Background: an optimization exercise with open tools, aiming at small area, a short achievable clock period and few clock cycles. Do not read the settings as production practice.

==> build 25: inputs <==
==> flow/design.v <==
module cocovm_core (
    input  wire        clk,
    input  wire        rst,           
    input  wire        load_en,
    input  wire [7:0]  load_addr,
    input  wire [7:0]  load_data,
    input  wire        start,
    input  wire [7:0]  start_addr,
    input  wire [7:0]  mem_raddr,
    output wire [7:0]  mem_rdata,
    output wire        busy,
    output reg         halted,        
    output reg         loop_err,      
    output reg  [10:0] steps,
    output reg  [11:0] nerr_reg,
    output reg  [10:0] nerr_op,
    output reg         out_valid,
    output reg  [7:0]  out_data,
    output wire [31:0] regs,
    output wire [7:0]  pc_o,
    output wire [7:0]  ir_o,
    output wire [2:0]  flags          
);
    reg [7:0] mem [0:3][0:63];
    reg [7:0] rf  [0:3];
    reg [7:0] pc, op, opa, opb;
    reg       fc, fz, fs;
    reg       run;
    assign busy  = run;
    assign regs  = {rf[3], rf[2], rf[1], rf[0]};
    assign pc_o  = pc;
    assign ir_o  = op;
    assign flags = {fc, fz, fs};
    wire known   = (op <= 8'd36);
    wire op_hlt  = (op == 8'd0);
    wire op_mov  = (op >= 8'd1)  && (op <= 8'd5);
    wire op_add  = (op >= 8'd6)  && (op <= 8'd8);
    wire op_sub  = (op >= 8'd9)  && (op <= 8'd11);
    wire op_mul  = (op >= 8'd12) && (op <= 8'd14);
    wire op_inc  = (op == 8'd15);
    wire op_dec  = (op == 8'd16);
    wire op_cmp  = (op >= 8'd17) && (op <= 8'd19);
    wire op_jmp  = (op >= 8'd20) && (op <= 8'd33);
    wire op_out  = (op == 8'd34) || (op == 8'd35);
    reg [1:0] bmode;
    always @(*) begin
        case (op)
            8'd6, 8'd9,  8'd12, 8'd17: bmode = 2'd0;
            8'd7, 8'd10, 8'd13, 8'd18: bmode = 2'd1;
            default:                   bmode = 2'd2;
        endcase
    end
    wire       a_bad = |opa[7:2];
    wire       b_bad = |opb[7:2];
    wire [7:0] ra    = a_bad ? 8'd0 : rf[opa[1:0]];
    wire [7:0] rb    = b_bad ? 8'd0 : rf[opb[1:0]];
    wire [7:0] maddr = run ? ((op == 8'd35) ? opa : opb) : mem_raddr;
    reg  [7:0] mval;
    integer di;
    always @(*) begin
        mval = 8'd0;
        for (di = 0; di < 256; di = di + 1)
            if (maddr == di[7:0]) mval = mval | mem[di % 4][di / 4];
    end
    assign mem_rdata = mval;
    wire [7:0] p = ra;
    wire [7:0] q = (bmode == 2'd0) ? rb : (bmode == 2'd1) ? opb : mval;
    wire [8:0]  add_full = {1'b0, p} + {1'b0, q};
    wire [7:0]  sub_res  = p - q;
    wire        sub_c    = (p >= q);
    wire [8:0]  inc_full = {1'b0, p} + 9'd1;
    wire [7:0]  dec_res  = p - 8'd1;
    wire signed [15:0] sprod = $signed(p) * $signed(q);
    wire [7:0]  mul_res  = sprod[7:0];
    wire        mul_c    = !((sprod[15:8] == 8'h00) || ((sprod[15:8] == 8'hFF) && (sprod[7:0] != 8'h00)));
    wire        mul_z    = (p == 8'd0) || (q == 8'd0);
    reg  [7:0]  alu_r;
    reg         alu_c, alu_z;
    always @(*) begin
        alu_r = 8'd0; alu_c = 1'b0;
        if (op_add)                 begin alu_r = add_full[7:0]; alu_c = add_full[8]; end
        else if (op_sub || op_cmp)  begin alu_r = sub_res;       alu_c = sub_c;       end
        else if (op_mul)            begin alu_r = mul_res;       alu_c = mul_c;       end
        else if (op_inc)            begin alu_r = inc_full[7:0]; alu_c = inc_full[8]; end
        else if (op_dec)            begin alu_r = dec_res;       alu_c = (p != 8'd0); end
        alu_z = op_mul ? mul_z : (alu_r == 8'd0);
    end
    wire [3:0] jkind = (op - 8'd20) >> 1;    
    wire       jrel  = op[0];
    reg        jtaken;
    always @(*) begin
        case (jkind)
            4'd0: jtaken = 1'b1;
            4'd1: jtaken = fc;
            4'd2: jtaken = !fc;
            4'd3: jtaken = fz;
            4'd4: jtaken = !fz;
            4'd5: jtaken = !fz && !fs;
            default: jtaken = fs;
        endcase
    end
    wire [7:0] pc_seq  = pc + 8'd3;
    wire [7:0] pc_rel  = pc + {opa[6:0], 1'b0} + opa;
    wire [7:0] jtarget = jrel ? pc_rel : ra;
    wire [7:0] npc     = (op_jmp && jtaken) ? jtarget : pc_seq;
    reg [1:0] nreg_err;
    always @(*) begin
        nreg_err = 2'd0;
        case (op)
            8'd1:                       nreg_err = {1'b0, b_bad} + {1'b0, a_bad};
            8'd2, 8'd3:                 nreg_err = {1'b0, a_bad};
            8'd4:                       nreg_err = {1'b0, b_bad};
            8'd6, 8'd9, 8'd12:          nreg_err = {a_bad, 1'b0} + {1'b0, b_bad};
            8'd7, 8'd8, 8'd10, 8'd11,
            8'd13, 8'd14, 8'd15, 8'd16: nreg_err = {a_bad, 1'b0};
            8'd17:                      nreg_err = {1'b0, a_bad} + {1'b0, b_bad};
            8'd18, 8'd19:               nreg_err = {1'b0, a_bad};
            8'd34:                      nreg_err = {1'b0, a_bad};
            default:
                if (op_jmp && !jrel && jtaken) nreg_err = {1'b0, a_bad};
        endcase
    end
    wire       exec_wr = run && ((op == 8'd4) || (op == 8'd5));
    wire       ram_we  = !rst && ((!run && load_en) || exec_wr);
    wire [7:0] waddr   = run ? opa : load_addr;
    wire [7:0] wdata   = run ? ((op == 8'd4) ? rb : opb) : load_data;
    genvar gj, gr;
    generate
        for (gj = 0; gj < 4; gj = gj + 1) begin : g_bank
            for (gr = 0; gr < 64; gr = gr + 1) begin : g_row
                always @(posedge clk)
                    if (ram_we && waddr == (4 * gr + gj)) mem[gj][gr] <= wdata;
            end
        end
    endgenerate
    wire [7:0] fa   = run ? npc : start_addr;
    wire [5:0] row  = fa[7:2];
    wire [5:0] row1 = fa[7:2] + 6'd1;
    wire [5:0] r0 = (fa[1:0] == 2'd0) ? row : row1;
    wire [5:0] r1 = (fa[1:0] > 2'd1) ? row1 : row;
    wire [5:0] r2 = (fa[1:0] > 2'd2) ? row1 : row;
    reg  [7:0] c0, c1, c2, c3;
    integer fi;
    always @(*) begin
        c0 = 8'd0; c1 = 8'd0; c2 = 8'd0; c3 = 8'd0;
        for (fi = 0; fi < 64; fi = fi + 1) begin
            if (r0 == fi[5:0])  c0 = c0 | mem[0][fi];
            if (r1 == fi[5:0])  c1 = c1 | mem[1][fi];
            if (r2 == fi[5:0])  c2 = c2 | mem[2][fi];
            if (row == fi[5:0]) c3 = c3 | mem[3][fi];
        end
    end
    reg  [7:0] f0, f1, f2;
    always @(*) begin
        case (fa[1:0])
            2'd0: begin f0 = c0; f1 = c1;  f2 = c2;  end
            2'd1: begin f0 = c1; f1 = c2;  f2 = c3;  end
            2'd2: begin f0 = c2; f1 = c3;  f2 = c0;  end
            default: begin f0 = c3; f1 = c0;  f2 = c1;  end
        endcase
    end
    wire [7:0] wofs = opa - npc;
    wire [7:0] n0 = (exec_wr && wofs == 8'd0) ? wdata : f0;
    wire [7:0] n1 = (exec_wr && wofs == 8'd1) ? wdata : f1;
    wire [7:0] n2 = (exec_wr && wofs == 8'd2) ? wdata : f2;
    wire last = (steps == 11'd1023);
    wire stop = op_hlt || last;
    always @(posedge clk) begin
        if (rst) begin
            run       <= 1'b0;
            pc        <= 8'd0;
            op        <= 8'd0;
            opa       <= 8'd0;
            opb       <= 8'd0;
            fc        <= 1'b0;
            fz        <= 1'b0;
            fs        <= 1'b0;
            rf[0]     <= 8'd0;
            rf[1]     <= 8'd0;
            rf[2]     <= 8'd0;
            rf[3]     <= 8'd0;
            halted    <= 1'b0;
            loop_err  <= 1'b0;
            steps     <= 11'd0;
            nerr_reg  <= 12'd0;
            nerr_op   <= 11'd0;
            out_valid <= 1'b0;
            out_data  <= 8'd0;
        end else begin
            out_valid <= 1'b0;
            if (!run) begin
                if (start) begin
                    pc       <= start_addr;
                    op       <= n0;
                    opa      <= n1;
                    opb      <= n2;
                    steps    <= 11'd0;
                    halted   <= 1'b0;
                    loop_err <= 1'b0;
                    nerr_reg <= 12'd0;
                    nerr_op  <= 11'd0;
                    run      <= 1'b1;
                end
            end else begin
                steps    <= steps + 11'd1;
                nerr_reg <= nerr_reg + {10'd0, nreg_err};
                pc       <= npc;
                if (stop) begin
                    halted   <= 1'b1;
                    loop_err <= !op_hlt;
                    run      <= 1'b0;
                end else begin
                    op       <= n0;
                    opa      <= n1;
                    opb      <= n2;
                end
                if (!known)
                    nerr_op <= nerr_op + 11'd1;
                if (op_mov) begin
                    if (op == 8'd1 && !a_bad) rf[opa[1:0]] <= rb;
                    if (op == 8'd2 && !a_bad) rf[opa[1:0]] <= opb;
                    if (op == 8'd3 && !a_bad) rf[opa[1:0]] <= mval;
                end
                if (op_add || op_sub || op_mul || op_inc || op_dec || op_cmp) begin
                    if (!op_cmp && !a_bad) rf[opa[1:0]] <= alu_r;
                    fc <= alu_c;
                    fz <= alu_z;
                    fs <= alu_r[7];
                end
                if (op_out) begin
                    out_valid <= 1'b1;
                    out_data  <= (op == 8'd34) ? ra : mval;
                end
            end
        end
    end
endmodule
==> flow/run.sh <==
#!/bin/bash
# synth_recipe.tcl (not shown) runs the flow's synth.tcl, then flattens the netlist and writes it again
# the make line also repeats each setting of config.mk as NAME=value (left out here)
make -C /OpenROAD-flow-scripts/flow DESIGN_CONFIG=/design/flow/config.mk WORK_HOME=/design/flow/orfs CLKGATE_MAP_FILE= SYNTH_SCRIPT=/design/flow/synth_recipe.tcl finish
==> flow/config.mk <==
export PLATFORM = sky130hd
export DESIGN_NAME = cocovm_core
export DESIGN_NICKNAME = cocovm_core
export VERILOG_FILES = /design/flow/design.v
export SDC_FILE = /design/flow/constraint.sdc
export NUM_CORES = 4
export LEC_CHECK = 0
export CAP_MARGIN = 20
export CORE_MARGIN = 2
export CORE_UTILIZATION = 40
export PLACE_DENSITY = 0.6
export SETUP_SLACK_MARGIN = 5
export SLEW_MARGIN = 20
==> flow/constraint.sdc <==
create_clock -name core_clock -period 16.0 [get_ports {clk}]
set_input_delay 3.2000 -clock core_clock [delete_from_list [all_inputs] [get_ports {clk}]]
set_output_delay 3.2000 -clock core_clock [all_outputs]
set_load 0.01 [all_outputs]
==> build 3: changes against build 25 <==
==> flow/design.v, changed modules only <==
module cocovm_core (
    input  wire        clk,
    input  wire        rst,           
    input  wire        load_en,
    input  wire [7:0]  load_addr,
    input  wire [7:0]  load_data,
    input  wire        start,
    input  wire [7:0]  start_addr,
    input  wire [7:0]  mem_raddr,
    output wire [7:0]  mem_rdata,
    output wire        busy,
    output reg         halted,        
    output reg         loop_err,      
    output reg  [10:0] steps,
    output reg  [11:0] nerr_reg,
    output reg  [10:0] nerr_op,
    output reg         out_valid,
    output reg  [7:0]  out_data,
    output wire [31:0] regs,
    output wire [7:0]  pc_o,
    output wire [7:0]  ir_o,
    output wire [2:0]  flags          
);
    reg [7:0] mem [0:7][0:31];
    reg [7:0] rf  [0:3];
    reg [7:0] pc, op, opa, opb, jop, ja;
    reg       fv;
    reg       fc, fz, fs;
    reg       run;
    assign busy  = run;
    assign regs  = {rf[3], rf[2], rf[1], rf[0]};
    assign pc_o  = pc;
    assign ir_o  = op;
    assign flags = {fc, fz, fs};
    wire ex = run && fv;    
    wire known   = (op <= 8'd36);
    wire op_hlt  = (op == 8'd0);
    wire op_mov  = (op >= 8'd1)  && (op <= 8'd5);
    wire op_add  = (op >= 8'd6)  && (op <= 8'd8);
    wire op_sub  = (op >= 8'd9)  && (op <= 8'd11);
    wire op_mul  = (op >= 8'd12) && (op <= 8'd14);
    wire op_inc  = (op == 8'd15);
    wire op_dec  = (op == 8'd16);
    wire op_cmp  = (op >= 8'd17) && (op <= 8'd19);
    wire op_jmp  = (op >= 8'd20) && (op <= 8'd33);
    wire op_out  = (op == 8'd34) || (op == 8'd35);
    wire op_st   = (op == 8'd4)  || (op == 8'd5);
    wire op_alu  = op_add || op_sub || op_mul || op_inc || op_dec || op_cmp;
    reg [1:0] bmode;
    always @(*) begin
        case (op)
            8'd6, 8'd9,  8'd12, 8'd17: bmode = 2'd0;
            8'd7, 8'd10, 8'd13, 8'd18: bmode = 2'd1;
            default:                   bmode = 2'd2;
        endcase
    end
    wire       a_bad = |opa[7:2];
    wire       b_bad = |opb[7:2];
    wire [7:0] ra    = a_bad ? 8'd0 : rf[opa[1:0]];
    wire [7:0] rb    = b_bad ? 8'd0 : rf[opb[1:0]];
    wire [7:0] maddr = (op == 8'd35) ? opa : opb;
    reg  [7:0] mval;
    integer di;
    always @(*) begin
        mval = 8'd0;
        for (di = 0; di < 256; di = di + 1)
            if (maddr == di[7:0]) mval = mval | mem[di % 8][di / 8];
    end
    wire [7:0] p = ra;
    wire [7:0] q = (bmode == 2'd0) ? rb : (bmode == 2'd1) ? opb : mval;
    wire [8:0]  add_full = {1'b0, p} + {1'b0, q};
    wire [7:0]  sub_res  = p - q;
    wire        sub_c    = (p >= q);
    wire [8:0]  inc_full = {1'b0, p} + 9'd1;
    wire [7:0]  dec_res  = p - 8'd1;
    wire signed [15:0] sprod = $signed(p) * $signed(q);
    wire [7:0]  mul_res  = sprod[7:0];
    wire        mul_c    = !((sprod[15:8] == 8'h00) || ((sprod[15:8] == 8'hFF) && (sprod[7:0] != 8'h00)));
    wire        mul_z    = (p == 8'd0) || (q == 8'd0);
    reg  [7:0]  alu_r;
    reg         alu_c, alu_z;
    always @(*) begin
        alu_r = 8'd0; alu_c = 1'b0;
        if (op_add)                 begin alu_r = add_full[7:0]; alu_c = add_full[8]; end
        else if (op_sub || op_cmp)  begin alu_r = sub_res;       alu_c = sub_c;       end
        else if (op_mul)            begin alu_r = mul_res;       alu_c = mul_c;       end
        else if (op_inc)            begin alu_r = inc_full[7:0]; alu_c = inc_full[8]; end
        else if (op_dec)            begin alu_r = dec_res;       alu_c = (p != 8'd0); end
        alu_z = op_mul ? mul_z : (alu_r == 8'd0);
    end
    function jcond;
        input [7:0] o;
        input       c, z, s;
        reg   [3:0] k;
        begin
            k = (o - 8'd20) >> 1;    
            case (k)
                4'd0: jcond = 1'b1;
                4'd1: jcond = c;
                4'd2: jcond = !c;
                4'd3: jcond = z;
                4'd4: jcond = !z;
                4'd5: jcond = !z && !s;
                default: jcond = s;
            endcase
        end
    endfunction
    wire       jrel    = op[0];
    wire       jtaken  = jcond(op, fc, fz, fs);
    wire [7:0] pc_seq  = pc + 8'd3;
    wire [7:0] pc_rel  = pc + {opa[6:0], 1'b0} + opa;
    wire [7:0] jtarget = jrel ? pc_rel : ra;
    wire [7:0] npc1    = (op_jmp && jtaken) ? jtarget : pc_seq;
    wire fusable = op_alu || (op_mov && !op_st) || op_out || (op == 8'd36);
    wire jrel2   = (jop >= 8'd21) && (jop <= 8'd33) && jop[0];
    wire fuse    = fusable && jrel2 && (steps <= 11'd1022);
    wire nfc     = op_alu ? alu_c    : fc;
    wire nfz     = op_alu ? alu_z    : fz;
    wire nfs     = op_alu ? alu_r[7] : fs;
    wire       jtaken2 = jcond(jop, nfc, nfz, nfs);
    wire [7:0] pc_seq2 = pc + 8'd6;
    wire [7:0] jt2     = pc_seq + {ja[6:0], 1'b0} + ja;
    wire       pred2   = (jop == 8'd21) || ja[7];
    wire [7:0] fa2     = pred2 ? jt2 : pc_seq2;
    wire [7:0] npc2    = jtaken2 ? jt2 : pc_seq2;
    wire       mispred = fuse && (jtaken2 != pred2);
    wire [7:0] npc = fuse ? npc2 : npc1;
    reg [1:0] nreg_err;
    always @(*) begin
        nreg_err = 2'd0;
        case (op)
            8'd1:                       nreg_err = {1'b0, b_bad} + {1'b0, a_bad};
            8'd2, 8'd3:                 nreg_err = {1'b0, a_bad};
            8'd4:                       nreg_err = {1'b0, b_bad};
            8'd6, 8'd9, 8'd12:          nreg_err = {a_bad, 1'b0} + {1'b0, b_bad};
            8'd7, 8'd8, 8'd10, 8'd11,
            8'd13, 8'd14, 8'd15, 8'd16: nreg_err = {a_bad, 1'b0};
            8'd17:                      nreg_err = {1'b0, a_bad} + {1'b0, b_bad};
            8'd18, 8'd19:               nreg_err = {1'b0, a_bad};
            8'd34:                      nreg_err = {1'b0, a_bad};
            default:
                if (op_jmp && !jrel && jtaken) nreg_err = {1'b0, a_bad};
        endcase
    end
    wire       exec_wr = ex && op_st;
    wire       ram_we  = !rst && ((!run && load_en) || exec_wr);
    wire [7:0] waddr   = run ? opa : load_addr;
    wire [7:0] wdata   = run ? ((op == 8'd4) ? rb : opb) : load_data;
    genvar gj, gr;
    generate
        for (gj = 0; gj < 8; gj = gj + 1) begin : g_bank
            for (gr = 0; gr < 32; gr = gr + 1) begin : g_row
                always @(posedge clk)
                    if (ram_we && waddr == (8 * gr + gj)) mem[gj][gr] <= wdata;
            end
        end
    endgenerate
    wire [7:0] fa   = !run ? mem_raddr : !fv ? pc : fuse ? fa2 : npc1;
    wire [4:0] row  = fa[7:3];
    wire [4:0] row1 = fa[7:3] + 5'd1;
    reg  [7:0] c [0:7];
    integer fj;
    always @(*) begin
        for (fj = 0; fj < 8; fj = fj + 1)
            c[fj] = mem[fj][(fj < fa[2:0]) ? row1 : row];
    end
    reg  [7:0] f [0:4];
    integer fk;
    always @(*) begin
        for (fk = 0; fk < 5; fk = fk + 1)
            f[fk] = c[(fa[2:0] + fk) % 8];
    end
    assign mem_rdata = f[0];
    wire [7:0] wofs = opa - fa;
    reg  [7:0] n [0:4];
    integer nk;
    always @(*) begin
        for (nk = 0; nk < 5; nk = nk + 1)
            n[nk] = (exec_wr && wofs == nk) ? wdata : f[nk];
    end
    wire last = fuse ? (steps == 11'd1022) : (steps == 11'd1023);
    wire stop = op_hlt || last;
    always @(posedge clk) begin
        if (rst) begin
            run       <= 1'b0;
            fv        <= 1'b0;
            pc        <= 8'd0;
            op        <= 8'd0;
            opa       <= 8'd0;
            opb       <= 8'd0;
            jop       <= 8'd0;
            ja        <= 8'd0;
            fc        <= 1'b0;
            fz        <= 1'b0;
            fs        <= 1'b0;
            rf[0]     <= 8'd0;
            rf[1]     <= 8'd0;
            rf[2]     <= 8'd0;
            rf[3]     <= 8'd0;
            halted    <= 1'b0;
            loop_err  <= 1'b0;
            steps     <= 11'd0;
            nerr_reg  <= 12'd0;
            nerr_op   <= 11'd0;
            out_valid <= 1'b0;
            out_data  <= 8'd0;
        end else begin
            out_valid <= 1'b0;
            if (!run) begin
                if (start) begin
                    pc       <= start_addr;
                    fv       <= 1'b0;
                    steps    <= 11'd0;
                    halted   <= 1'b0;
                    loop_err <= 1'b0;
                    nerr_reg <= 12'd0;
                    nerr_op  <= 11'd0;
                    run      <= 1'b1;
                end
            end else if (!fv) begin
                op  <= n[0];
                opa <= n[1];
                opb <= n[2];
                jop <= n[3];
                ja  <= n[4];
                fv  <= 1'b1;
            end else begin
                steps    <= steps + (fuse ? 11'd2 : 11'd1);
                nerr_reg <= nerr_reg + {10'd0, nreg_err};
                pc       <= npc;
                if (stop) begin
                    halted   <= 1'b1;
                    loop_err <= !op_hlt;
                    run      <= 1'b0;
                    if (fuse) op <= jop;
                end else begin
                    op  <= n[0];
                    opa <= n[1];
                    opb <= n[2];
                    jop <= n[3];
                    ja  <= n[4];
                    fv  <= !mispred;
                end
                if (!known)
                    nerr_op <= nerr_op + 11'd1;
                if (op_mov) begin
                    if (op == 8'd1 && !a_bad) rf[opa[1:0]] <= rb;
                    if (op == 8'd2 && !a_bad) rf[opa[1:0]] <= opb;
                    if (op == 8'd3 && !a_bad) rf[opa[1:0]] <= mval;
                end
                if (op_alu) begin
                    if (!op_cmp && !a_bad) rf[opa[1:0]] <= alu_r;
                    fc <= alu_c;
                    fz <= alu_z;
                    fs <= alu_r[7];
                end
                if (op_out) begin
                    out_valid <= 1'b1;
                    out_data  <= (op == 8'd34) ? ra : mval;
                end
            end
        end
    end
endmodule
- CORE_UTILIZATION: 40 -> 25
- PLACE_DENSITY: 0.6 -> 0.5
- SETUP_SLACK_MARGIN: 5 -> 3
==> run notes <==
- Of build 25 and build 3, build 3 has the higher synthesized area (gap about 8%, measured against build 3).
- Of build 25 and build 3, build 3 has the higher synthesized cell count (gap 11%, measured against build 3).
- Build 3 did not get past global routing with GRT-0116. Build 25 aborted during global routing (GRT-0116).
==> figures <==
Result of the run: build 25 aborted with a tool error; build 3 aborted with a tool error
Last stage reached: build 25 global routing; build 3 global routing
Sequential fraction of the synthesis area: build 25 0.600; build 3 0.556
Height of the die: build 25 521 µm; build 3 686 µm
Number of gates resized after cts: build 25 430; build 3 188
Clk buf depth: build 25 3; build 3 4
Number of warning messages in the yosys log: build 25 2; build 3 5
Horizontal die dimension: build 25 521 µm; build 3 686 µm
Post-synthesis instance area: build 25 0.107 mm²; build 3 0.116 mm²
Floorplan row count: build 25 189; build 3 250
Share of synthesized cell area in and, or, nand and nor gates: build 25 0.129; build 3 0.126
Count of buffers added by post-CTS timing repair for setup: build 25 174; build 3 34
Synthesized-area fraction occupied by xor and xnor cells: build 25 0.00432; build 3 0.00517
Top cell type's share of synthesized area: build 25 0.584; build 3 0.538
Post-DP HPWL: build 25 801000 µm; build 3 1360000 µm
Net Count, Synth: build 25 9108; build 3 10300
Number of standard cells after synthesis: build 25 8925; build 3 10000
Placement-stage worst setup slack: build 25 1.68 ns; build 3 1.46 ns
Per-instance average area after synthesis: build 25 12.0 µm²; build 3 11.6 µm²
Initial Utilization: build 25 0.403; build 3 0.251
Post-synthesis share of cell area spent on full adders, half adders and majority gates: build 25 0.0219; build 3 0.0245
Count of unique library cells instantiated by Yosys: build 25 115; build 3 120
Compound-cell area share of the yosys netlist: build 25 0.197; build 3 0.215
Function was not checked in any run of this note: the RTL went through the layout flow alone.
